Source: an optimization exercise on an open RTL-to-GDS flow (aim: small area and few clock cycles). Production flows keep margins and buffers that such runs may drop. In this exercise RTL edits were held to simulation tests only and were not proved equivalent to the original. Power and IR drop assume default switching activity.

[flow/flow/run.sh]
#!/bin/bash
# The standard layout, with three changes:
# - after synthesis, every combinational cell gets the smallest drive of its
#   family (flow/downsize.tcl); the later repair steps size up where needed;
# - each port is buffered by the smallest buffer (sky130_fd_sc_hd__buf_1)
#   instead of the cell buffer_ports picks by itself;
# - a clock tree of small clock buffers without dummy loads.
set -euo pipefail
cd "$(dirname "$0")/.."
export BUFFER_PORTS_ARGS="-buffer_cell sky130_fd_sc_hd__buf_1"
export CTS_ARGS="-sink_clustering_enable -repair_clock_nets -buf_list sky130_fd_sc_hd__clkbuf_4 -root_buf sky130_fd_sc_hd__clkbuf_8 -sink_clustering_size 9 -sink_clustering_max_diameter 60 -dont_use_dummy_load"
bash standard.sh synth > synth.log 2>&1
ODB=orfs/results/sky130hd/geq_encoder/base/1_synth.odb openroad -no_init -exit flow/downsize.tcl > downsize.log 2>&1
bash standard.sh finish > standard.log 2>&1
[flow/flow/downsize.tcl]
# Area recovery on the synthesized netlist: give every combinational cell the
# smallest drive strength of its family (same function and pins). The layout
# steps that follow (repair_design, repair_timing) size up again wherever
# slew, capacitance or timing need it. Registers are left as they are.
read_db $::env(ODB)
set db [ord::get_db]
set skip {^(df|edf|sdf|dl|sdl|clk|conb|tap|fill|decap|diode|lpflow|probe|ebuf|einv|macro)}
set best [dict create]
foreach lib [$db getLibs] {
  foreach m [$lib getMasters] {
    if {![regexp {^sky130_fd_sc_hd__([a-z0-9]+)_([0-9]+)$} [$m getName] -> fam d]} continue
    if {[regexp $skip $fam]} continue
    set a [expr {[$m getWidth] * [$m getHeight]}]
    if {![dict exists $best $fam] || $a < [lindex [dict get $best $fam] 1]} {
      dict set best $fam [list $m $a]
    }
  }
}
set n 0
set saved 0.0
foreach inst [[ord::get_db_block] getInsts] {
  set m [$inst getMaster]
  if {![regexp {^sky130_fd_sc_hd__([a-z0-9]+)_([0-9]+)$} [$m getName] -> fam d]} continue
  if {![dict exists $best $fam]} continue
  lassign [dict get $best $fam] bm ba
  set a [expr {[$m getWidth] * [$m getHeight]}]
  if {$ba < $a && [$inst swapMaster $bm]} {
    incr n
    set saved [expr {$saved + ($a - $ba) / 1e6}]
  }
}
puts "downsized $n cells, [format %.1f $saved] um2"
write_db $::env(ODB)
[flow/standard.sh]
#!/bin/bash
# synth_recipe.tcl (not shown) runs the flow's synth.tcl, then flattens the netlist and writes it again
# the make line also repeats each setting of config.mk as NAME=value (left out here)
make -C /OpenROAD-flow-scripts/flow DESIGN_CONFIG=/design/flow/config.mk WORK_HOME=/design/flow/orfs CLKGATE_MAP_FILE= SYNTH_SCRIPT=/design/flow/synth_recipe.tcl "${@:-finish}"
[flow/config.mk]
export PLATFORM = sky130hd
export DESIGN_NAME = geq_encoder
export DESIGN_NICKNAME = geq_encoder
export VERILOG_FILES = /design/flow/design.v
export SDC_FILE = /design/flow/constraint.sdc
export NUM_CORES = 4
export LEC_CHECK = 0
export CAP_MARGIN = 0
export CORE_AREA = 5 5 325 325
export DIE_AREA = 0 0 330 330
export SLEW_MARGIN = 0
export SYNTH_HIERARCHICAL = 1
[flow/constraint.sdc]
create_clock -name core_clock -period 10.0 [get_ports {clk}]
set_input_delay 2.0000 -clock core_clock [delete_from_list [all_inputs] [get_ports {clk}]]
set_output_delay 2.0000 -clock core_clock [all_outputs]
set_load 0.01 [all_outputs]
[flow/design.v]
module geq_aoi3 (
    input  wire [2:0] s,
    input  wire [2:0] d,
    output wire       y
);
    assign y = ~|(s & d);
endmodule
module geq_aoi2 (
    input  wire [1:0] s,
    input  wire [1:0] d,
    output wire       y
);
    assign y = ~|(s & d);
endmodule
module geq_hold (
    input  wire take,
    input  wire hold,
    input  wire v,
    input  wire q,
    output wire d
);
    assign d = (take & v) | (hold & q);
endmodule
module geq_holdn (
    input  wire x,
    input  wire hold,
    input  wire v,
    input  wire q,
    output wire d
);
    assign d = (~v & ~x) | (hold & q);
endmodule
module geq_encoder (
    input  wire         clk,
    input  wire         rst,               
    input  wire         in_valid,
    output wire         in_ready,
    input  wire [7:0]   in_board_id,
    input  wire [7:0]   in_frame_seq,
    input  wire [7:0]   in_brightness,
    input  wire [423:0] in_bars,           
    input  wire         in_scope_en,
    input  wire [423:0] in_scope,          
    input  wire         in_vu_en,
    input  wire [31:0]  in_vu,             
    output wire         out_valid,
    input  wire         out_ready,
    output reg  [7:0]   out_byte,
    output wire         out_last
);
    localparam [6:0] POS0  = 7'd6;            
    localparam [6:0] P_HDR = POS0 + 7'd2;     
    localparam [6:0] P_BAR = POS0 + 7'd5;     
    localparam [6:0] P_SCP = POS0 + 7'd58;    
    localparam [6:0] P_VU  = POS0 + 7'd111;   
    localparam [6:0] P_CHK = POS0 + 7'd115;   
    function [3:0] code4;
        input [7:0] v;
        reg h;
        begin
            h = |v[7:4];
            code4 = {~(v[3] | h), ~(v[2] | h), v[1], v[0]};
        end
    endfunction
    function [5:0] code6;
        input [7:0] v;
        reg h;
        begin
            h = v[7] | v[6];
            code6 = {v[5] | h, v[4] | h, v[3], v[2] | h, v[1] | h, v[0]};
        end
    endfunction
    reg        busy;                       
    reg [6:0]  pos;                        
    reg [7:0]  chk;                        
    reg [7:0]  hdr [0:2];
    reg [3:0]  bar [0:52];
    reg [3:0]  scp [0:52];
    reg [5:0]  vu  [0:3];
    reg        scope_en;
    reg        vu_en;
    assign out_valid = busy;
    assign out_last  = (pos == P_CHK);
    assign in_ready  = !busy || (out_last && out_ready);
    wire take = in_valid && in_ready;
    wire sent = out_valid && out_ready;
    always @(posedge clk) begin
        if (rst) begin
            busy <= 1'b0;
            pos  <= POS0;
        end else if (take) begin
            busy <= 1'b1;
            pos  <= POS0;
        end else if (sent) begin
            if (out_last)
                busy <= 1'b0;
            pos <= pos + 7'd1;
        end
    end
    localparam integer NSTORE = 3*8 + 53*4 + 53*4 + 4*6 + 2;
    reg  [NSTORE-1:0] st_v;
    wire [NSTORE-1:0] st_q = {vu_en, scope_en,
                              vu[3], vu[2], vu[1], vu[0],
                              scp_q, bar_q,
                              hdr[2], hdr[1], hdr[0]};
    wire [NSTORE-1:0] st_d;
    wire [211:0] bar_q, scp_q;
    integer i;
    always @* begin
        st_v = {NSTORE{1'b0}};
        st_v[23:0] = {in_brightness, in_frame_seq, in_board_id};
        for (i = 0; i < 53; i = i + 1) begin
            st_v[24 + 4*i +: 4]  = code4(in_bars[8*i +: 8]);
            st_v[236 + 4*i +: 4] = code4(in_scope[8*i +: 8]);
        end
        for (i = 0; i < 4; i = i + 1)
            st_v[448 + 6*i +: 6] = code6(in_vu[8*i +: 8]);
        st_v[472] = in_scope_en;
        st_v[473] = in_vu_en;
    end
    wire hold = !take;
    wire [105:0] fx;
    genvar f;
    generate
        for (f = 0; f < 53; f = f + 1) begin : g_x
            assign fx[f]      = hold | (|in_bars[8*f+4 +: 4]);
            assign fx[53 + f] = hold | (|in_scope[8*f+4 +: 4]);
        end
        for (f = 0; f < NSTORE; f = f + 1) begin : g_st
            if (f >= 24 && f < 448 && (f % 4) >= 2) begin : g_n
                geq_holdn u_hold (.x(fx[(f - 24) / 4]), .hold(hold),
                                  .v(f < 236 ? in_bars[8*((f - 24) / 4) + (f % 4)]
                                             : in_scope[8*((f - 236) / 4) + (f % 4)]),
                                  .q(st_q[f]), .d(st_d[f]));
            end else begin : g_p
                geq_hold u_hold (.take(take), .hold(hold), .v(st_v[f]), .q(st_q[f]), .d(st_d[f]));
            end
        end
        for (f = 0; f < 53; f = f + 1) begin : g_q
            assign bar_q[4*f +: 4] = bar[f];
            assign scp_q[4*f +: 4] = scp[f];
        end
    endgenerate
    always @(posedge clk) begin
        for (i = 0; i < 3; i = i + 1)
            hdr[i] <= st_d[8*i +: 8];
        for (i = 0; i < 53; i = i + 1) begin
            bar[i] <= st_d[24 + 4*i +: 4];
            scp[i] <= st_d[236 + 4*i +: 4];
        end
        for (i = 0; i < 4; i = i + 1)
            vu[i] <= st_d[448 + 6*i +: 6];
        scope_en <= st_d[472];
        vu_en    <= st_d[473];
    end
    reg [3:0] slot [0:127];
    always @* begin
        for (i = 0; i < 128; i = i + 1)
            slot[i] = 4'h0;
        for (i = 0; i < 3; i = i + 1)
            slot[P_HDR + i] = hdr[i][3:0];
        for (i = 0; i < 53; i = i + 1) begin
            slot[P_BAR + i] = bar[i];
            slot[P_SCP + i] = scp[i];
        end
        for (i = 0; i < 4; i = i + 1)
            slot[P_VU + i] = vu[i][3:0];
    end
    wire [7:0]  col = 8'd1 << pos[2:0];
    wire [15:0] row = 16'd1 << pos[6:3];
    wire [3:0]  row_y [1:14];
    genvar r, b, c;
    generate
        for (r = 1; r <= 14; r = r + 1) begin : g_row
            for (b = 0; b < 4; b = b + 1) begin : g_bit
                wire [7:0] d;
                for (c = 0; c < 8; c = c + 1) begin : g_col
                    assign d[c] = slot[8*r + c][b];
                end
                wire [2:0] n;
                geq_aoi3 u_a (.s(col[2:0]), .d(d[2:0]), .y(n[0]));
                geq_aoi3 u_b (.s(col[5:3]), .d(d[5:3]), .y(n[1]));
                geq_aoi2 u_c (.s(col[7:6]), .d(d[7:6]), .y(n[2]));
                assign row_y[r][b] = ~&n;
            end
        end
    endgenerate
    reg [3:0] lo;
    always @* begin
        lo = (pos == P_VU + 7'd3) ? vu[3][3:0] : 4'h0;
        for (i = 1; i <= 14; i = i + 1)
            lo = lo | (row_y[i] & {4{row[i]}});
    end
    reg [3:0] hi;
    always @* begin
        case (pos)
            P_HDR:          hi = hdr[0][7:4];
            P_HDR + 7'd1:   hi = hdr[1][7:4];
            P_HDR + 7'd2:   hi = hdr[2][7:4];
            P_VU:           hi = {2'b00, vu[0][5:4]};
            P_VU + 7'd1:    hi = {2'b00, vu[1][5:4]};
            P_VU + 7'd2:    hi = {2'b00, vu[2][5:4]};
            P_VU + 7'd3:    hi = {2'b00, vu[3][5:4]};
            default:        hi = 4'h0;
        endcase
    end
    wire [3:0] c4  = lo ^ 4'b1100;
    wire       c12 = c4[3] & c4[2];               
    wire [7:0] c6  = {2'b00, hi[1:0], lo};
    always @* begin
        if (pos == POS0)
            out_byte = 8'hAA;
        else if (pos == POS0 + 7'd1)
            out_byte = 8'h55;
        else if (pos < P_BAR)
            out_byte = {hi, lo};
        else if (pos < P_SCP)
            out_byte = c12 ? 8'd11 : {4'h0, c4};
        else if (pos < P_VU)
            out_byte = !scope_en ? 8'd0 :
                       (c12 || (c4[3] && c4[1] && c4[0])) ? 8'd10 : {4'h0, c4};
        else if (pos < P_CHK)
            out_byte = !vu_en ? 8'd0 : (c6 > 8'd53) ? 8'd53 : c6;
        else
            out_byte = chk;
    end
    always @(posedge clk) begin
        if (take)
            chk <= 8'h00;
        else if (sent && pos >= P_HDR)
            chk <= chk ^ out_byte;
    end
endmodule
==> impl_metrics.py, run 1 <==
metrics = {
    "status": {
        "run_status": "complete, no violations",
    },
    "floorplan": {
        "io_pins": 921,
        "die_area_um2": 109000,
        "fp.dieH_um": 330,
        "die_width_um": 330,
        "core_area_um2": 102000,
        "rows": 117,
        "start_util_pct": 18.1,
    },
    "clock_tree": {
        "cts_num_sinks": 490,
        "clk_pin_slew_ns": 0.09,
        "hold_buffers": 0,
        "clock-root-buffer": "clkbuf_8",
        "cts_made_buffers": 74,
        "cts.path.max_buffers": 3,
        "clock_latency_ns": 0.71,
        "post_cts_resized": 0,
        "cts_tree": "built",
        "post_cts_buffers": 0,
        "h-tree-depth": 3,
    },
    "routing": {
        "drc": 0,
        "firstDrtPassIters": 7,
        "via_per_inst": 4.87,
        "drt_wl_total_um": 106000,
        "vias": 19600,
        "drtIter0Drc": 2275,
        "wl_per_cell_um": 26.4,
        "antenna_left": 0,
    },
    "critical_path": {
        "r2r_setup_slack_ns": 5.02,
        "path_class": "reg2out",
        "reg2reg_to": "chk[1]$_SDFFE_PP0P_",
        "critPathCapture": "out_byte[1]",
        "reg2regPathDepth": 11,
        "cp-end-kind": "primary output",
        "worst_ep_arrival_time_ns": 5.96,
        "cp_max_fo": 39,
        "critical_path.startpoint": "pos[2]$_SDFFE_PP1P_",
        "cp-start-kind": "register",
        "required_ns": 8.00,
        "reg2reg_from": "pos[2]$_SDFFE_PP1P_",
    },
    "power": {
        "swShare_pct": 28.6,
        "comb_power_share_pct": 12.9,
        "power_frac_seq_pct": 58.7,
        "power.leakage_uw": 0.00793,
        "ir_worst_vdd_mv": 0.0862,
        "clkPwrFrac_pct": 28.4,
        "p_switching_uw": 1100,
        "powerDensity_nw_per_um2": 157,
        "power.internal_uw": 2740,
    },
    "sta": {
        "min_period_ns": 7.96,
        "min_period_over_period_pct": 79.6,
        "drv_slew": 0,
        "setup-tns-final_ns": 0,
        "clock_skew_ns": 0.100,
        "timing.final.hold_violations": 0,
        "final-setup-viol-count": 0,
        "fin_ws_ns": 2.04,
        "relSlewSlack_pct": 26.7,
        "max_freq_mhz": 126,
        "worst-slew-pin-transition_ns": 1.10,
        "rsz0062_at_grt": "no",
    },
    "yosys": {
        "synthCells": 1638,
        "synth_fp_nets": 2554,
        "syn_area_um2": 18400,
        "yosys_warnings": 12,
        "avgSynthCellArea_um2": 11.2,
    },
    "grt": {
        "grt_pass1_wl_um": 139000,
        "gr-total-overflow": 0,
        "antenna_found_initial": 40,
        "grt_usage_pct": 17.9,
        "grt_pass1_vias": 18900,
        "grt_max_degree": 184,
    },
    "layout": {
        "stdcell_area_um2": 24400,
        "nNetsFinal": 3547,
        "area_growth_pct": 32.9,
        "final_common_cell": "buf_1",
        "drive_above_1_share_pct": 4.34,
        "final_cell_mix": "920 x buf_1, 490 x dfxtp_1, 264 x a22o_1",
    },
    "place": {
        "dpl_worst_slack_ns": 2.96,
        "place_congestion": 0.921,
        "io_buffer_count": 920,
        "place_area_um2": 23800,
        "dp.final_hpwl_um": 83100,
    },
    "run": {
        "max_cap_violations": 0,
    },
    "worst_hold_path": {
        "hold_class": "reg2reg",
    },
}
## worst min path at each step
stage	endpoint	cells after the start	startpoint
floorplan	vu[3][4]$_DFF_P_	1	vu[3][4]$_DFF_P_
global placement	bar[25][3]$_DFF_P_	1	bar[25][3]$_DFF_P_
detailed placement	scp[4][2]$_DFF_P_	1	scp[4][2]$_DFF_P_
CTS	scp[46][2]$_DFF_P_	1	scp[46][2]$_DFF_P_
global route	bar[20][0]$_DFF_P_	1	bar[20][0]$_DFF_P_
finish	scp[46][2]$_DFF_P_	1	scp[46][2]$_DFF_P_
## per-stage QoR
step	total power, uW	cells	hold WS, ns	utilization (%)
floorplan	2490	1638	0.431	-
global placement	2790	3923	0.448	23.4
detailed placement	2790	3923	0.450	23.4
CTS	3900	3997	0.470	24.0
global route	4020	4009	0.478	24.0
finish	3840	4016	0.467	24.0
## final cells by class
type	instances	area, um2
Inverter	8	37.5
Sequential cell	490	9810
Tap cell	1368	1710
Clock buffer	74	612
Fill cell	11100	77300
Multi-Input combinational cell	1115	8580
Antenna cell	19	47.5
Timing Repair Buffer	942	3640
## worst max-delay path: stages, from the launching register on
cell and delay (ns):
dfxtp_1 0.89, inv_1 0.31, ha_4 0.45, buf_4 0.34, a222oi_1 0.42, nand3_1 0.22
a2111o_1 0.57, nor4_1 0.90, a21oi_1 0.17, o31ai_1 0.33, a21oi_1 0.13, o21ai_1 0.31
buf_1 0.21
## state kept, by name (all words and copies together), names as in the netlist, 7 cells and up
name and cells:
hdr 24, pos 7, chk 8, vu 24, bar 212, scp 212
## power by group through the flow
stage	logic, uW	registers, uW	clock network [uW]
global route	540	2270	1220
CTS	496	2250	1150
floorplan	261	2230	0
finish	495	2250	1090
detailed placement	493	2290	0
global placement	488	2300	0
## metal layers
layer  wire length (um)  GRT usage (%)  vias up
li1                   -              -     9072
met5                186              0        -
met2              48600           28.5     1070
met3              10500           6.04      154
met4               2570           5.49       26
met1              44000           23.1     9236
Testbench counts, summed over its fixed seeds: cycles 139,208.
==> run 2, diff against run 1 <==
--- a/flow/flow/run.sh
+++ b/flow/flow/run.sh
@@ -4,10 +4,12 @@
 #   family (flow/downsize.tcl); the later repair steps size up where needed;
 # - each port is buffered by the smallest buffer (sky130_fd_sc_hd__buf_1)
 #   instead of the cell buffer_ports picks by itself;
-# - a clock tree of small clock buffers without dummy loads.
+# - a clock tree of small clock buffers without dummy loads;
+# - pins placed as close as one routing track apart, for a smaller die.
 set -euo pipefail
 cd "$(dirname "$0")/.."
 export BUFFER_PORTS_ARGS="-buffer_cell sky130_fd_sc_hd__buf_1"
+export PLACE_PINS_ARGS="-min_distance 1 -min_distance_in_tracks"
 export CTS_ARGS="-sink_clustering_enable -repair_clock_nets -buf_list sky130_fd_sc_hd__clkbuf_4 -root_buf sky130_fd_sc_hd__clkbuf_8 -sink_clustering_size 9 -sink_clustering_max_diameter 60 -dont_use_dummy_load"
 bash standard.sh synth > synth.log 2>&1
 ODB=orfs/results/sky130hd/geq_encoder/base/1_synth.odb openroad -no_init -exit flow/downsize.tcl > downsize.log 2>&1
==> flow/config.mk (replaced) <==
export PLATFORM = sky130hd
export DESIGN_NAME = geq_encoder
export DESIGN_NICKNAME = geq_encoder
export VERILOG_FILES = /design/flow/design.v
export SDC_FILE = /design/flow/constraint.sdc
export NUM_CORES = 4
export LEC_CHECK = 0
export CAP_MARGIN = 20
export CORE_AREA = 5 5 195 195
export DIE_AREA = 0 0 200 200
export PLACE_DENSITY = 0.75
export SLEW_MARGIN = 20
export SYNTH_HIERARCHICAL = 1
==> impl_metrics.py, run 2 <==
metrics = {
    "routing": {
        "top_layer_used": "met4",
        "via_per_inst": 6.50,
        "wl_met1_um": 27300,
        "dr_wl_met2_um": 34800,
        "drc": 0,
        "drt_wl_total_um": 77200,
        "route.met3.wl_um": 9950,
        "wl_per_cell_um": 25.0,
        "antenna_left": 0,
        "vias": 20100,
        "firstDrtPassIters": 9,
        "drtIter0Drc": 2146,
    },
    "clock_tree": {
        "cts.path.max_buffers": 3,
        "cts_tree": "built",
        "post_cts_buffers": 0,
        "clock-root-buffer": "clkbuf_8",
        "h-tree-depth": 2,
        "post_cts_resized": 0,
        "cts_num_sinks": 490,
        "clock_latency_ns": 0.64,
        "clk_pin_slew_ns": 0.10,
        "hold_buffers": 0,
        "cts_made_buffers": 60,
    },
    "layout": {
        "final_cell_mix": "920 x buf_1, 490 x dfxtp_1, 264 x a22o_1",
        "fill_cells": 3064,
        "area_growth_pct": 25.4,
        "nNetsFinal": 3528,
        "drive_above_1_share_pct": 3.52,
        "final_common_cell": "buf_1",
        "largestRegisters": "bar: 212 flops, scp: 212 flops",
    },
    "critical_path": {
        "cp_max_fo": 42,
        "path_class": "reg2out",
        "cp-end-kind": "primary output",
        "worst_ep_arrival_time_ns": 5.40,
        "reg2regPathDepth": 12,
        "required_ns": 8.00,
        "cp-start-kind": "register",
    },
    "floorplan": {
        "core_area_um2": 35600,
        "die_area_um2": 40000,
        "rows": 69,
        "fp.dieH_um": 200,
        "die_width_um": 200,
        "start_util_pct": 51.7,
        "io_pins": 921,
    },
    "grt": {
        "grt_pass1_vias": 19700,
        "grt_max_degree": 195,
        "antenna_found_initial": 14,
        "grt_pass1_wl_um": 109000,
        "grt_usage_pct": 34.9,
        "gr-total-overflow": 0,
    },
    "power": {
        "power.leakage_uw": 0.00781,
        "power.internal_uw": 2660,
        "swShare_pct": 27.0,
        "power_frac_seq_pct": 61.5,
        "comb_power_share_pct": 13.1,
        "powerDensity_nw_per_um2": 158,
        "p_switching_uw": 983,
        "ir_worst_vdd_mv": 0.103,
        "clkPwrFrac_pct": 25.4,
    },
    "yosys": {
        "synth_fp_nets": 2554,
        "syn_area_um2": 18400,
        "yosys_warnings": 12,
        "avgSynthCellArea_um2": 11.2,
        "synthCells": 1638,
    },
    "sta": {
        "final-setup-viol-count": 0,
        "whs_ns": 0.473,
        "setup-tns-final_ns": 0,
        "clock_skew_ns": 0.0611,
        "relSlewSlack_pct": 24.1,
        "min_period_ns": 7.40,
        "fin_ws_ns": 2.60,
        "rsz0062_at_grt": "no",
        "worst-slew-pin-transition_ns": 1.14,
        "max_freq_mhz": 135,
        "min_period_over_period_pct": 74.0,
        "timing.final.hold_violations": 0,
        "drv_slew": 0,
    },
    "place": {
        "dpl_worst_slack_ns": 3.29,
        "place_congestion": 0.935,
        "io_buffer_count": 920,
        "dp.final_hpwl_um": 58300,
    },
    "worst_hold_path": {
        "hold_class": "reg2reg",
        "min_path_cells": 1,
    },
    "run": {
        "max_cap_violations": 0,
    },
    "status": {
        "run_status": "complete, no violations",
    },
}
-- run 2: changes by cell type in the layout (fill, tap and decap cells not counted), sizes merged --
cell,change
diode,-2
buf,-5
clkbuf,-14
-- run 2: final timing paths --
kind,start,end,slack [ns]
max,pos[2]$_SDFFE_PP1P_,out_byte[1],2.60
min,bar[13][2]$_DFF_P_,bar[13][2]$_DFF_P_,0.47
max reg2reg,pos[1]$_SDFFE_PP1P_,bar[10][3]$_DFF_P_,4.14
min reg2reg,bar[13][2]$_DFF_P_,bar[13][2]$_DFF_P_,0.47
-- run 2: area by class of cell --
cell class	instances	area [um2]	area share, %
multi-input combinational	1115	8520	36.9
sequential	490	9810	42.5
timing repair buffer	937	3590	15.6
tap	461	577	2.50
clock buffer	60	482	2.09
antenna	17	42.5	0.184
inverter	8	37.5	0.163
-- run 2: power groups by stage --
stage          logic [uW]  registers, uW  clock network, uW
6_report              476           2240                924
5_1_grt               515           2250               1020
4_1_cts               469           2240                934
3_5_place_dp          466           2280                  0
3_3_place_gp          451           2280                  0
2_1_floorplan         261           2230                  0
-- run 2: layer usage --
| layer | vias up | global-route usage [%] |
|---|---|---|
| li1 | 8999 | - |
| met1 | 9295 | 42.3 |
| met2 | 1459 | 55.0 |
| met3 | 320 | 9.62 |
| met4 | 0 | 22.5 |
| met5 | - | 0 |
-- run 2: critical path: stages, from the launching register on --
cell and delay [ns]:
dfxtp_1 0.77, inv_1 0.28, ha_2 0.40, buf_4 0.34
a222oi_1 0.40, a31oi_1 0.15, or4_1 0.56, nor4_1 0.76
a21oi_1 0.15, o31ai_1 0.31, a21oi_1 0.11, o21ai_1 0.32
buf_1 0.21
-- run 2: metrics by stage --
step	power, uW	cell area [um2]	util [%]	instances
6_report	3640	23100	64.8	3088
4_1_cts	3640	23000	64.7	3071
3_5_place_dp	2750	22500	63.4	3011
2_1_floorplan	2490	18400	-	1638
3_3_place_gp	2730	22500	63.4	3011
5_1_grt	3790	23000	64.8	3081
==> run 3, diff against run 2 <==
--- a/flow/flow/run.sh
+++ b/flow/flow/run.sh
@@ -1,5 +1,5 @@
 #!/bin/bash
-# The standard layout, with three changes:
+# The standard layout, with these changes:
 # - after synthesis, every combinational cell gets the smallest drive of its
 #   family (flow/downsize.tcl); the later repair steps size up where needed;
 # - each port is buffered by the smallest buffer (sky130_fd_sc_hd__buf_1)
--- a/flow/config.mk
+++ b/flow/config.mk
@@ -6,8 +6,8 @@
 export NUM_CORES = 4
 export LEC_CHECK = 0
 export CAP_MARGIN = 20
-export CORE_AREA = 5 5 195 195
-export DIE_AREA = 0 0 200 200
-export PLACE_DENSITY = 0.75
+export CORE_AREA = 5 5 180 180
+export DIE_AREA = 0 0 185 185
+export PLACE_DENSITY = 0.85
 export SLEW_MARGIN = 20
 export SYNTH_HIERARCHICAL = 1
==> impl_metrics.py, run 3 <==
metrics = {
    "yosys": {
        "synthCells": 1638,
        "synth_fp_nets": 2554,
        "syn_area_um2": 18400,
        "avgSynthCellArea_um2": 11.2,
        "yosys_warnings": 12,
    },
    "floorplan": {
        "die_area_um2": 34200,
        "core_area_um2": 30400,
        "io_pins": 921,
        "start_util_pct": 60.4,
        "rows": 64,
        "fp.dieH_um": 185,
        "die_width_um": 185,
    },
    "clock_tree": {
        "clock_latency_ns": 0.61,
        "clk_pin_slew_ns": 0.10,
        "cts_num_sinks": 490,
        "post_cts_buffers": 0,
        "cts_tree": "built",
        "post_cts_resized": 0,
        "cts.path.max_buffers": 3,
        "h-tree-depth": 2,
        "hold_buffers": 0,
        "cts_made_buffers": 60,
        "clock-root-buffer": "clkbuf_8",
    },
    "grt": {
        "antenna_found_initial": 29,
        "gr-total-overflow": 0,
        "grt_usage_pct": 41.8,
        "grt_max_degree": 270,
        "grt_pass1_vias": 19400,
        "grt_pass1_wl_um": 111000,
    },
    "sta": {
        "min_period_over_period_pct": 71.7,
        "drv_slew": 0,
        "rsz0062_at_grt": "no",
        "final-setup-viol-count": 0,
        "relSlewSlack_pct": 26.8,
        "min_period_ns": 7.17,
        "worst-slew-pin-transition_ns": 1.10,
        "setup-tns-final_ns": 0,
        "max_freq_mhz": 140,
        "clock_skew_ns": 0.0388,
        "timing.final.hold_violations": 0,
    },
    "layout": {
        "final_common_cell": "buf_1",
        "final_cell_mix": "920 x buf_1, 490 x dfxtp_1, 264 x a22o_1",
        "area_growth_pct": 25.2,
        "drive_above_1_share_pct": 3.49,
        "utilization_pct": 75.7,
        "nNetsFinal": 3525,
        "largestRegisters": "bar: 212 flops, scp: 212 flops",
    },
    "power": {
        "clkPwrFrac_pct": 25.3,
        "p_switching_uw": 983,
        "power.internal_uw": 2660,
        "power_frac_seq_pct": 61.6,
        "swShare_pct": 27.0,
        "powerDensity_nw_per_um2": 158,
        "power.leakage_uw": 0.00782,
        "comb_power_share_pct": 13.1,
        "ir_worst_vdd_mv": 0.140,
    },
    "critical_path": {
        "reg2regPathDepth": 11,
        "required_ns": 8.00,
        "cp-start-kind": "register",
        "worst_ep_arrival_time_ns": 5.17,
        "path_class": "reg2out",
        "cp_max_fo": 38,
        "cp-end-kind": "primary output",
    },
    "routing": {
        "firstDrtPassIters": 14,
        "via_per_inst": 6.83,
        "drc": 0,
        "wl_per_cell_um": 26.0,
        "drt_wl_total_um": 78900,
        "antenna_left": 0,
        "vias": 20700,
        "drtIter0Drc": 2967,
    },
    "status": {
        "run_status": "complete, no violations",
    },
    "place": {
        "dp.final_hpwl_um": 59600,
        "place_congestion": 0.991,
        "io_buffer_count": 920,
    },
    "run": {
        "max_cap_violations": 0,
    },
    "worst_hold_path": {
        "min_path_cells": 1,
        "hold_class": "reg2reg",
    },
}
## run 3: path summary, 6_finish.rpt
kind                                           from            endpoint  slack [ns]
worst max-delay path            pos[2]$_SDFFE_PP1P_         out_byte[0]        2.83
worst min-delay path              bar[1][2]$_DFF_P_   bar[1][2]$_DFF_P_        0.48
worst max register to register  pos[1]$_SDFFE_PP1P_  bar[31][2]$_DFF_P_        5.05
worst min register to register    bar[1][2]$_DFF_P_   bar[1][2]$_DFF_P_        0.48
## run 3: cell type report
class                           count  area (um2)
Sequential cell                   490        9810
Multi-Input combinational cell   1115        8530
Fill cell                        2264        7390
Timing Repair Buffer              934        3610
Tap cell                          396         495
Clock buffer                       60         482
Antenna cell                       29        72.6
Inverter                            8        37.5
## run 3: through the flow
stage | setup slack, ns | hold WS [ns] | power (uW) | area [um2] | std cells
3_3_place_gp | 3.57 | 0.446 | 2730 | 22400 | 2942
4_1_cts | 2.88 | 0.475 | 3620 | 22900 | 3002
5_1_grt | 2.41 | 0.487 | 3760 | 23000 | 3030
3_5_place_dp | 3.52 | 0.451 | 2740 | 22400 | 2942
2_1_floorplan | 1.11 | 0.431 | 2490 | 18400 | 1638
6_report | 2.83 | 0.476 | 3640 | 23000 | 3032
## run 3: critical path: stages, from the launching register on
cell and delay (ns):
dfxtp_1 0.78, inv_1 0.26, ha_2 0.42, buf_4 0.36, a222oi_1 0.38, nand3_1 0.10
and2_1 0.16, a2111oi_0 0.79, and4_1 0.43, a21oi_1 0.11, o221a_1 0.26, o21a_1 0.14
nor2_1 0.10, buf_1 0.24
## run 3: routing by layer
| layer | part of all wire [%] | vias to the layer above | routed length (um) | global-route usage [%] |
|---|---|---|---|---|
| met5 | 0.035 | - | 28 | 0.714 |
| li1 | - | 9013 | - | - |
| met1 | 35 | 9646 | 27300 | 50.4 |
| met4 | 7.1 | 4 | 5620 | 25.9 |
| met2 | 44 | 1668 | 35000 | 63.9 |
| met3 | 14 | 392 | 11000 | 14.9 |
## run 3: power groups by stage
stage                     clock, uW  sequential, uW  combinational, uW
after floorplan                   0            2230                261
after global placement            0            2280                444
after detailed placement          0            2280                458
after CTS                       916            2240                463
after global routing            997            2260                513
final                           922            2240                476
==> run 4, diff against run 3 <==
==> flow/design.v (replaced) <==
module geq_aoi3 (
    input  wire [2:0] s,
    input  wire [2:0] d,
    output wire       y
);
    assign y = ~|(s & d);
endmodule
module geq_aoi2 (
    input  wire [1:0] s,
    input  wire [1:0] d,
    output wire       y
);
    assign y = ~|(s & d);
endmodule
module geq_tog (
    input  wire take,
    input  wire x,
    input  wire v,
    input  wire q,
    output wire d
);
    assign d = ~((v | x) & (q | take));
endmodule
module geq_encoder (
    input  wire         clk,
    input  wire         rst,               
    input  wire         in_valid,
    output wire         in_ready,
    input  wire [7:0]   in_board_id,
    input  wire [7:0]   in_frame_seq,
    input  wire [7:0]   in_brightness,
    input  wire [423:0] in_bars,           
    input  wire         in_scope_en,
    input  wire [423:0] in_scope,          
    input  wire         in_vu_en,
    input  wire [31:0]  in_vu,             
    output wire         out_valid,
    input  wire         out_ready,
    output reg  [7:0]   out_byte,
    output wire         out_last
);
    localparam [6:0] POS0  = 7'd6;            
    localparam [6:0] P_HDR = POS0 + 7'd2;     
    localparam [6:0] P_BAR = POS0 + 7'd5;     
    localparam [6:0] P_SCP = POS0 + 7'd58;    
    localparam [6:0] P_VU  = POS0 + 7'd111;   
    localparam [6:0] P_CHK = POS0 + 7'd115;   
    reg        busy;                       
    reg [6:0]  pos;                        
    reg [7:0]  chk;                        
    reg        par;                        
    reg [7:0]  hdr_t [0:2];
    reg [3:0]  bar_t [0:52];
    reg [3:0]  scp_t [0:52];
    reg [5:0]  vu_t  [0:3];
    reg        scope_en_t;
    reg        vu_en_t;
    assign out_valid = busy;
    assign out_last  = (pos == P_CHK);
    assign in_ready  = !busy || (out_last && out_ready);
    wire take = in_valid && in_ready;
    wire sent = out_valid && out_ready;
    wire hold = !take;
    always @(posedge clk) begin
        if (rst) begin
            busy <= 1'b0;
            pos  <= POS0;
        end else if (take) begin
            busy <= 1'b1;
            pos  <= POS0;
        end else if (sent) begin
            if (out_last)
                busy <= 1'b0;
            pos <= pos + 7'd1;
        end
    end
    localparam integer NSTORE = 3*8 + 53*4 + 53*4 + 4*6 + 2;
    localparam integer S_BAR = 24;
    localparam integer S_SCP = S_BAR + 53*4;
    localparam integer S_VU  = S_SCP + 53*4;
    localparam integer S_EN  = S_VU + 4*6;
    reg  [NSTORE-1:0] st_v, st_x, st_q;
    wire [NSTORE-1:0] st_d;
    integer i;
    always @* begin
        st_v = {NSTORE{1'b0}};
        st_x = {NSTORE{hold}};
        st_v[23:0] = {in_brightness, in_frame_seq, in_board_id};
        for (i = 0; i < 53; i = i + 1) begin
            st_v[S_BAR + 4*i +: 4] = in_bars[8*i +: 4];
            st_v[S_SCP + 4*i +: 4] = in_scope[8*i +: 4];
            st_x[S_BAR + 4*i + 2]  = hold | (|in_bars[8*i+4 +: 4]);
            st_x[S_BAR + 4*i + 3]  = hold | (|in_bars[8*i+4 +: 4]);
            st_x[S_SCP + 4*i + 2]  = hold | (|in_scope[8*i+4 +: 4]);
            st_x[S_SCP + 4*i + 3]  = hold | (|in_scope[8*i+4 +: 4]);
        end
        for (i = 0; i < 4; i = i + 1) begin
            st_v[S_VU + 6*i +: 6] = in_vu[8*i +: 6];
            st_x[S_VU + 6*i +: 6] = {6{hold}} | ({6{in_vu[8*i+7] | in_vu[8*i+6]}} & 6'b110110);
        end
        st_v[S_EN]     = in_scope_en;
        st_v[S_EN + 1] = in_vu_en;
        for (i = 0; i < 3; i = i + 1)
            st_q[8*i +: 8] = hdr_t[i];
        for (i = 0; i < 53; i = i + 1) begin
            st_q[S_BAR + 4*i +: 4] = bar_t[i];
            st_q[S_SCP + 4*i +: 4] = scp_t[i];
        end
        for (i = 0; i < 4; i = i + 1)
            st_q[S_VU + 6*i +: 6] = vu_t[i];
        st_q[S_EN]     = scope_en_t;
        st_q[S_EN + 1] = vu_en_t;
    end
    genvar f;
    generate
        for (f = 0; f < NSTORE; f = f + 1) begin : g_st
            geq_tog u_tog (.take(take), .x(st_x[f]), .v(st_v[f]), .q(st_q[f]), .d(st_d[f]));
        end
    endgenerate
    always @(posedge clk) begin
        for (i = 0; i < 3; i = i + 1)
            hdr_t[i] <= st_d[8*i +: 8];
        for (i = 0; i < 53; i = i + 1) begin
            bar_t[i] <= st_d[S_BAR + 4*i +: 4];
            scp_t[i] <= st_d[S_SCP + 4*i +: 4];
        end
        for (i = 0; i < 4; i = i + 1)
            vu_t[i] <= st_d[S_VU + 6*i +: 6];
        scope_en_t <= st_d[S_EN];
        vu_en_t    <= st_d[S_EN + 1];
        par        <= take | !par;
    end
    reg [3:0] slot [0:127];
    always @* begin
        for (i = 0; i < 128; i = i + 1)
            slot[i] = 4'h0;
        for (i = 0; i < 3; i = i + 1)
            slot[P_HDR + i] = hdr_t[i][3:0];
        for (i = 0; i < 53; i = i + 1) begin
            slot[P_BAR + i] = bar_t[i];
            slot[P_SCP + i] = scp_t[i];
        end
        for (i = 0; i < 4; i = i + 1)
            slot[P_VU + i] = vu_t[i][3:0];
    end
    wire [7:0]  col = 8'd1 << pos[2:0];
    wire [15:0] row = 16'd1 << pos[6:3];
    wire [3:0]  row_y [1:14];
    genvar r, b, c;
    generate
        for (r = 1; r <= 14; r = r + 1) begin : g_row
            for (b = 0; b < 4; b = b + 1) begin : g_bit
                wire [7:0] d;
                for (c = 0; c < 8; c = c + 1) begin : g_col
                    assign d[c] = slot[8*r + c][b];
                end
                wire [2:0] n;
                geq_aoi3 u_a (.s(col[2:0]), .d(d[2:0]), .y(n[0]));
                geq_aoi3 u_b (.s(col[5:3]), .d(d[5:3]), .y(n[1]));
                geq_aoi2 u_c (.s(col[7:6]), .d(d[7:6]), .y(n[2]));
                assign row_y[r][b] = ~&n;
            end
        end
    endgenerate
    reg [3:0] lo_t;
    always @* begin
        lo_t = (pos == P_VU + 7'd3) ? vu_t[3][3:0] : 4'h0;
        for (i = 1; i <= 14; i = i + 1)
            lo_t = lo_t | (row_y[i] & {4{row[i]}});
    end
    reg [3:0] hi_t;
    always @* begin
        case (pos)
            P_HDR:          hi_t = hdr_t[0][7:4];
            P_HDR + 7'd1:   hi_t = hdr_t[1][7:4];
            P_HDR + 7'd2:   hi_t = hdr_t[2][7:4];
            P_VU:           hi_t = {2'b00, vu_t[0][5:4]};
            P_VU + 7'd1:    hi_t = {2'b00, vu_t[1][5:4]};
            P_VU + 7'd2:    hi_t = {2'b00, vu_t[2][5:4]};
            P_VU + 7'd3:    hi_t = {2'b00, vu_t[3][5:4]};
            default:        hi_t = 4'h0;
        endcase
    end
    wire [3:0] lo       = lo_t ^ {4{par}};
    wire [3:0] hi       = hi_t ^ {4{par}};
    wire       scope_en = scope_en_t ^ par;
    wire       vu_en    = vu_en_t ^ par;
    wire       c12      = lo[3] & lo[2];          
    wire [7:0] c6       = {2'b00, hi[1:0], lo};   
    always @* begin
        if (pos == POS0)
            out_byte = 8'hAA;
        else if (pos == POS0 + 7'd1)
            out_byte = 8'h55;
        else if (pos < P_BAR)
            out_byte = {hi, lo};
        else if (pos < P_SCP)
            out_byte = c12 ? 8'd11 : {4'h0, lo};
        else if (pos < P_VU)
            out_byte = !scope_en ? 8'd0 :
                       (c12 || (lo[3] && lo[1] && lo[0])) ? 8'd10 : {4'h0, lo};
        else if (pos < P_CHK)
            out_byte = !vu_en ? 8'd0 : (c6 > 8'd53) ? 8'd53 : c6;
        else
            out_byte = chk;
    end
    always @(posedge clk) begin
        if (take)
            chk <= 8'h00;
        else if (sent && pos >= P_HDR)
            chk <= chk ^ out_byte;
    end
endmodule
--- a/flow/config.mk
+++ b/flow/config.mk
@@ -6,8 +6,8 @@
 export NUM_CORES = 4
 export LEC_CHECK = 0
 export CAP_MARGIN = 20
-export CORE_AREA = 5 5 180 180
-export DIE_AREA = 0 0 185 185
-export PLACE_DENSITY = 0.85
+export CORE_AREA = 5 5 195 195
+export DIE_AREA = 0 0 200 200
+export PLACE_DENSITY = 0.75
 export SLEW_MARGIN = 20
 export SYNTH_HIERARCHICAL = 1
==> impl_metrics.py, run 4 <==
metrics = {
    "yosys": {
        "syn_area_um2": 17300,
        "yosys_warnings": 12,
        "synthCells": 1659,
        "synth_fp_nets": 2575,
        "avgSynthCellArea_um2": 10.5,
    },
    "critical_path": {
        "cp_slowest_stage_delay_ns": 0.56,
        "path_class": "reg2out",
        "crit_path_cell_trace": "inv_1, ha_1, nor2b_4, buf_4, a222oi_1, nand3_1, a22o_1, or3_1, nor3_1, mux2_2, mux2_2, a32oi_1, o21ai_0, buf_1",
        "cpMostUsedCell": "mux2_2",
        "cp-start-kind": "register",
        "worst_ep_arrival_time_ns": 5.29,
        "required_ns": 8.00,
        "cp-end-kind": "primary output",
        "slowest_stage": "nor3_1",
        "cp_max_fo": 42,
    },
    "grt": {
        "grt_pass1_vias": 19500,
        "grt_pass1_wl_um": 114000,
        "grt_usage_pct": 37.0,
        "antenna_found_initial": 40,
        "grt_max_degree": 253,
        "gr-total-overflow": 0,
    },
    "sta": {
        "setup-tns-final_ns": 0,
        "worst-slew-pin-transition_ns": 1.26,
        "final-setup-viol-count": 0,
        "min_period_over_period_pct": 72.9,
        "timing.final.hold_violations": 0,
        "relSlewSlack_pct": 14.9,
        "max_freq_mhz": 137,
        "rsz0062_at_grt": "no",
        "min_period_ns": 7.29,
        "fin_ws_ns": 2.71,
        "drv_slew": 0,
        "clock_skew_ns": 0.0478,
    },
    "routing": {
        "drtIter0Drc": 2519,
        "firstDrtPassIters": 10,
        "wl_per_cell_um": 25.8,
        "antenna_left": 0,
        "via_per_inst": 6.51,
        "vias": 20400,
        "drc": 0,
        "drt_wl_total_um": 80700,
    },
    "floorplan": {
        "fp.dieH_um": 200,
        "core_area_um2": 35600,
        "rows": 69,
        "die_width_um": 200,
        "start_util_pct": 48.8,
        "io_pins": 921,
        "die_area_um2": 40000,
    },
    "place": {
        "dp.final_hpwl_um": 63000,
        "place_inst": 3027,
        "dpl_worst_slack_ns": 3.42,
        "place_congestion": 1.04,
        "io_buffer_count": 920,
    },
    "layout": {
        "utilization_pct": 62.1,
        "nNetsFinal": 3544,
        "fill_cells": 3155,
        "largestRegisters": "bar_t: 212 flops, scp_t: 212 flops",
        "drive_above_1_share_pct": 3.88,
        "area_growth_pct": 27.4,
        "final_common_cell": "buf_1",
        "final_cell_count_no_fill": 3130,
        "final_cell_mix": "920 x buf_1, 491 x dfxtp_1, 475 x o22ai_1",
    },
    "power": {
        "powerDensity_nw_per_um2": 176,
        "power_uw": 3880,
        "power.leakage_uw": 0.00733,
        "ir_worst_vdd_mv": 0.112,
    },
    "clock_tree": {
        "cts.path.max_buffers": 3,
        "clk_pin_slew_ns": 0.11,
        "post_cts_buffers": 0,
        "cts_tree": "built",
        "cts_made_buffers": 60,
        "clock_latency_ns": 0.62,
        "hold_buffers": 0,
        "post_cts_resized": 0,
        "h-tree-depth": 2,
        "clock-root-buffer": "clkbuf_8",
        "cts_num_sinks": 491,
    },
    "status": {
        "run_status": "complete, no violations",
    },
    "worst_hold_path": {
        "hold_class": "reg2reg",
    },
    "run": {
        "max_cap_violations": 0,
    },
}
==> run 4: layer usage <==
metal | global-route usage (%) | wire (um)
met1 | 45.4 | 28500
met2 | 57.4 | 36200
met3 | 11.5 | 10900
met4 | 21.7 | 5070
met5 | 2.75 | 24
==> run 4: through the flow <==
step | instance area, um2 | hold WS, ns
after floorplan | 17400 | 0.407
after global placement | 21500 | 0.420
after detailed placement | 21500 | 0.427
after CTS | 22000 | 0.441
after global routing | 22100 | 0.452
final | 22100 | 0.441
==> run 4: worst paths after layout <==
kind / from / endpoint / slack [ns] / cells after the start
setup / recovery: pos[0]$_SDFFE_PP0P_ / out_byte[1] / 2.71 / 14
setup reg to reg: pos[1]$_SDFFE_PP1P_ / scp_t[7][2]$_DFF_P_ / 4.69 / 11
hold / removal: scp_t[28][3]$_DFF_P_ / scp_t[28][3]$_DFF_P_ / 0.44 / 1
hold reg to reg: scp_t[28][3]$_DFF_P_ / scp_t[28][3]$_DFF_P_ / 0.44 / 1
==> run 4: cell type report <==
| type | count | area, um2 | area share [%] |
|---|---|---|---|
| sequential | 491 | 9830 | 44.5 |
| multi-input combinational | 1131 | 7480 | 33.8 |
| timing repair buffer | 937 | 3590 | 16.3 |
| tap | 461 | 577 | 2.61 |
| clock buffer | 60 | 482 | 2.18 |
| antenna | 43 | 108 | 0.487 |
| inverter | 7 | 33.8 | 0.153 |
==> run 4: critical path: cells and delay by family (launching register included) <==
family,cells,cell delay [ns]
and+or+nand+nor,4,1.36
AOI/OAI and AO/OA,4,1.19
buffers and inverters,3,0.67
muxes,2,0.66
DFF,1,0.46
adders and majority gates,1,0.33
==> run 4: report_power, final <==
part / switching [uW] / internal, uW / total (uW)
Combinational: 283 / 252 / 534
Clock: 613 / 301 / 914
Sequential: 201 / 2230 / 2430
Total: 1100 / 2780 / 3880
Testbench counts of run 4, summed over its fixed seeds: cycles 139,208.
==> run 5, diff against run 4 <==
--- a/flow/design.v
+++ b/flow/design.v
@@ -89,14 +89,12 @@
         for (i = 0; i < 53; i = i + 1) begin
             st_v[S_BAR + 4*i +: 4] = in_bars[8*i +: 4];
             st_v[S_SCP + 4*i +: 4] = in_scope[8*i +: 4];
-            st_x[S_BAR + 4*i + 2]  = hold | (|in_bars[8*i+4 +: 4]);
-            st_x[S_BAR + 4*i + 3]  = hold | (|in_bars[8*i+4 +: 4]);
-            st_x[S_SCP + 4*i + 2]  = hold | (|in_scope[8*i+4 +: 4]);
-            st_x[S_SCP + 4*i + 3]  = hold | (|in_scope[8*i+4 +: 4]);
+            st_x[S_BAR + 4*i +: 4] = {4{hold | (|in_bars[8*i+4 +: 4])}};
+            st_x[S_SCP + 4*i +: 4] = {4{hold | (|in_scope[8*i+4 +: 4])}};
         end
         for (i = 0; i < 4; i = i + 1) begin
             st_v[S_VU + 6*i +: 6] = in_vu[8*i +: 6];
-            st_x[S_VU + 6*i +: 6] = {6{hold}} | ({6{in_vu[8*i+7] | in_vu[8*i+6]}} & 6'b110110);
+            st_x[S_VU + 6*i +: 6] = {6{hold | in_vu[8*i+7] | in_vu[8*i+6]}};
         end
         st_v[S_EN]     = in_scope_en;
         st_v[S_EN + 1] = in_vu_en;
==> impl_metrics.py, run 5 <==
metrics = {
    "critical_path": {
        "reg2regPathDepth": 11,
        "cp-start-kind": "register",
        "cp_slowest_stage_delay_ns": 0.94,
        "cp-end-kind": "primary output",
        "worst_ep_arrival_time_ns": 5.91,
        "path_class": "reg2out",
        "r2r_setup_slack_ns": 4.68,
        "cp_top_family": "simple AND/OR/NAND/NOR gates",
        "reg2reg_to": "chk[2]$_SDFFE_PP0P_",
        "cpMostUsedCell": "nor2_1",
        "crit_path_cell_trace": "inv_1, ha_2, buf_4, a222oi_1, a31oi_1, or4_1, nor4_1, xnor2_1, a221oi_1, o21ai_0, nor2_1, nor2_1, buf_1",
        "cp_max_fo": 31,
        "slowest_stage": "nor4_1",
        "required_ns": 8.00,
        "reg2reg_from": "pos[2]$_SDFFE_PP1P_",
        "cp.buffers_inverters": 3,
    },
    "floorplan": {
        "core_area_um2": 35600,
        "fp.dieH_um": 200,
        "start_util_pct": 49.0,
        "die_width_um": 200,
        "rows": 69,
        "io_pins": 921,
        "die_area_um2": 40000,
    },
    "yosys": {
        "synthCells": 1675,
        "avgSynthCellArea_um2": 10.4,
        "syn_area_um2": 17400,
        "yosys_warnings": 12,
        "synth_fp_nets": 2591,
    },
    "routing": {
        "drt_wl_total_um": 82100,
        "firstDrtPassIters": 10,
        "antenna_left": 0,
        "wl_per_cell_um": 26.3,
        "drc": 0,
        "drtIter0Drc": 3212,
        "vias": 20900,
        "via_per_inst": 6.68,
    },
    "sta": {
        "max_freq_mhz": 126,
        "min_period_ns": 7.91,
        "setup-tns-final_ns": 0,
        "drv_slew": 0,
        "clock_skew_ns": 0.0623,
        "rsz0062_at_grt": "no",
        "worst-slew-pin-transition_ns": 1.09,
        "timing.final.hold_violations": 0,
        "fin_ws_ns": 2.09,
        "relSlewSlack_pct": 26.4,
        "final-setup-viol-count": 0,
        "min_period_over_period_pct": 79.1,
    },
    "clock_tree": {
        "h-tree-depth": 2,
        "clock_latency_ns": 0.62,
        "post_cts_buffers": 0,
        "clock-root-buffer": "clkbuf_8",
        "hold_buffers": 0,
        "cts_tree": "built",
        "clk_pin_slew_ns": 0.10,
        "cts_made_buffers": 61,
        "post_cts_resized": 0,
        "cts.path.max_buffers": 3,
        "cts_num_sinks": 491,
    },
    "layout": {
        "area_growth_pct": 26.8,
        "fill_cells": 3173,
        "utilization_pct": 62.1,
        "largestRegisters": "bar_t: 212 flops, scp_t: 212 flops",
        "drive_above_1_share_pct": 3.59,
        "nNetsFinal": 3562,
        "stdcell_area_um2": 22100,
        "final_common_cell": "buf_1",
        "final_cell_mix": "920 x buf_1, 491 x dfxtp_1, 476 x o22ai_1",
    },
    "power": {
        "power_uw": 3870,
        "powerDensity_nw_per_um2": 175,
        "ir_worst_vdd_mv": 0.108,
        "power.leakage_uw": 0.00729,
    },
    "grt": {
        "grt_pass1_wl_um": 115000,
        "grt_max_degree": 216,
        "grt_usage_pct": 37.4,
        "gr-total-overflow": 0,
        "grt_pass1_vias": 20100,
        "antenna_found_initial": 22,
    },
    "place": {
        "place_area_um2": 21500,
        "dpl_worst_slack_ns": 2.89,
        "io_buffer_count": 920,
        "place_congestion": 0.983,
        "dp.final_hpwl_um": 63900,
    },
    "worst_hold_path": {
        "min_from": "scp_t[11][1]$_DFF_P_",
        "min_path_cells": 1,
        "min_to": "scp_t[11][1]$_DFF_P_",
        "hold_class": "reg2reg",
    },
    "run": {
        "max_cap_violations": 0,
    },
    "status": {
        "run_status": "complete, no violations",
    },
}
[run 5: per-stage QoR]
| step | std cells | hold slack (ns) |
|---|---|---|
| after detailed placement | 3044 | 0.426 |
| after floorplan | 1675 | 0.403 |
| final | 3123 | 0.441 |
| after global routing | 3123 | 0.451 |
| after CTS | 3105 | 0.440 |
| after global placement | 3044 | 0.420 |
[run 5: worst max-delay path by stage]
stage | startpoint | cells after the start | to
finish | pos[2]$_SDFFE_PP1P_ | 13 | out_byte[2]
detailed placement | pos[2]$_SDFFE_PP1P_ | 13 | out_byte[2]
floorplan | out_ready | 8 | bar_t[0][0]$_DFF_P_
CTS | pos[2]$_SDFFE_PP1P_ | 13 | out_byte[2]
global placement | pos[2]$_SDFFE_PP1P_ | 13 | out_byte[2]
global route | pos[2]$_SDFFE_PP1P_ | 13 | out_byte[2]
[run 5: area by class of cell]
| cell class | count | area (um2) | share of cell area [%] |
|---|---|---|---|
| diodes | 18 | 45.0 | 0.204 |
| clock buffers | 61 | 489 | 2.22 |
| inverters | 10 | 45.0 | 0.204 |
| multi-input cells | 1146 | 7510 | 34.0 |
| flip-flops and latches | 491 | 9830 | 44.5 |
| well taps | 461 | 577 | 2.61 |
| repair buffers | 936 | 3590 | 16.2 |
[run 5: power by group]
part | internal [uW] | switching, uW
Sequential | 2220 | 203
Combinational | 235 | 280
Clock | 305 | 626
Total | 2760 | 1110
[run 5: metal layers]
layer,routed length (um),global-route usage [%]
met1,29400,46.0
met5,46,0
met4,5070,22.0
met3,10100,10.4
met2,37400,59.1
Testbench counts of run 5, summed over its fixed seeds: cycles 139,208.

## what the ideal ports hide
No port has a modelled driver above. Below, the same layouts with a new extraction and two added sets of constraints.
Step 1 sets driving cells, clkbuf_16 on the clock port and buf_2 on the other inputs (assumed; they add their load-dependent delay and slew).
Step 2, shift: input delay + t, output delay - t, t = (earliest + latest rising clock arrival at the registers) / 2. This alone moves slack from input paths to output paths.
Three values: ideal, step 1, step 2; two values: the first two.
run | t, ns | setup WS [ns] | clock arrival spread, ns | pins driven straight from the clock port
run 1 | 0.714 | 2.044 / 1.986 / 2.700 | 0.100 / 0.100 | 1
run 2 | 0.657 | 2.603 / 2.555 / 3.211 | 0.061 / 0.061 | 1
run 3 | 0.640 | 2.832 / 2.781 / 3.421 | 0.042 / 0.042 | 1
run 4 | 0.644 | 2.708 / 2.657 / 3.301 | 0.048 / 0.048 | 1
run 5 | 0.649 | 2.094 / 2.036 / 2.685 | 0.062 / 0.062 | 1
After both steps every run listed still meets setup and hold.
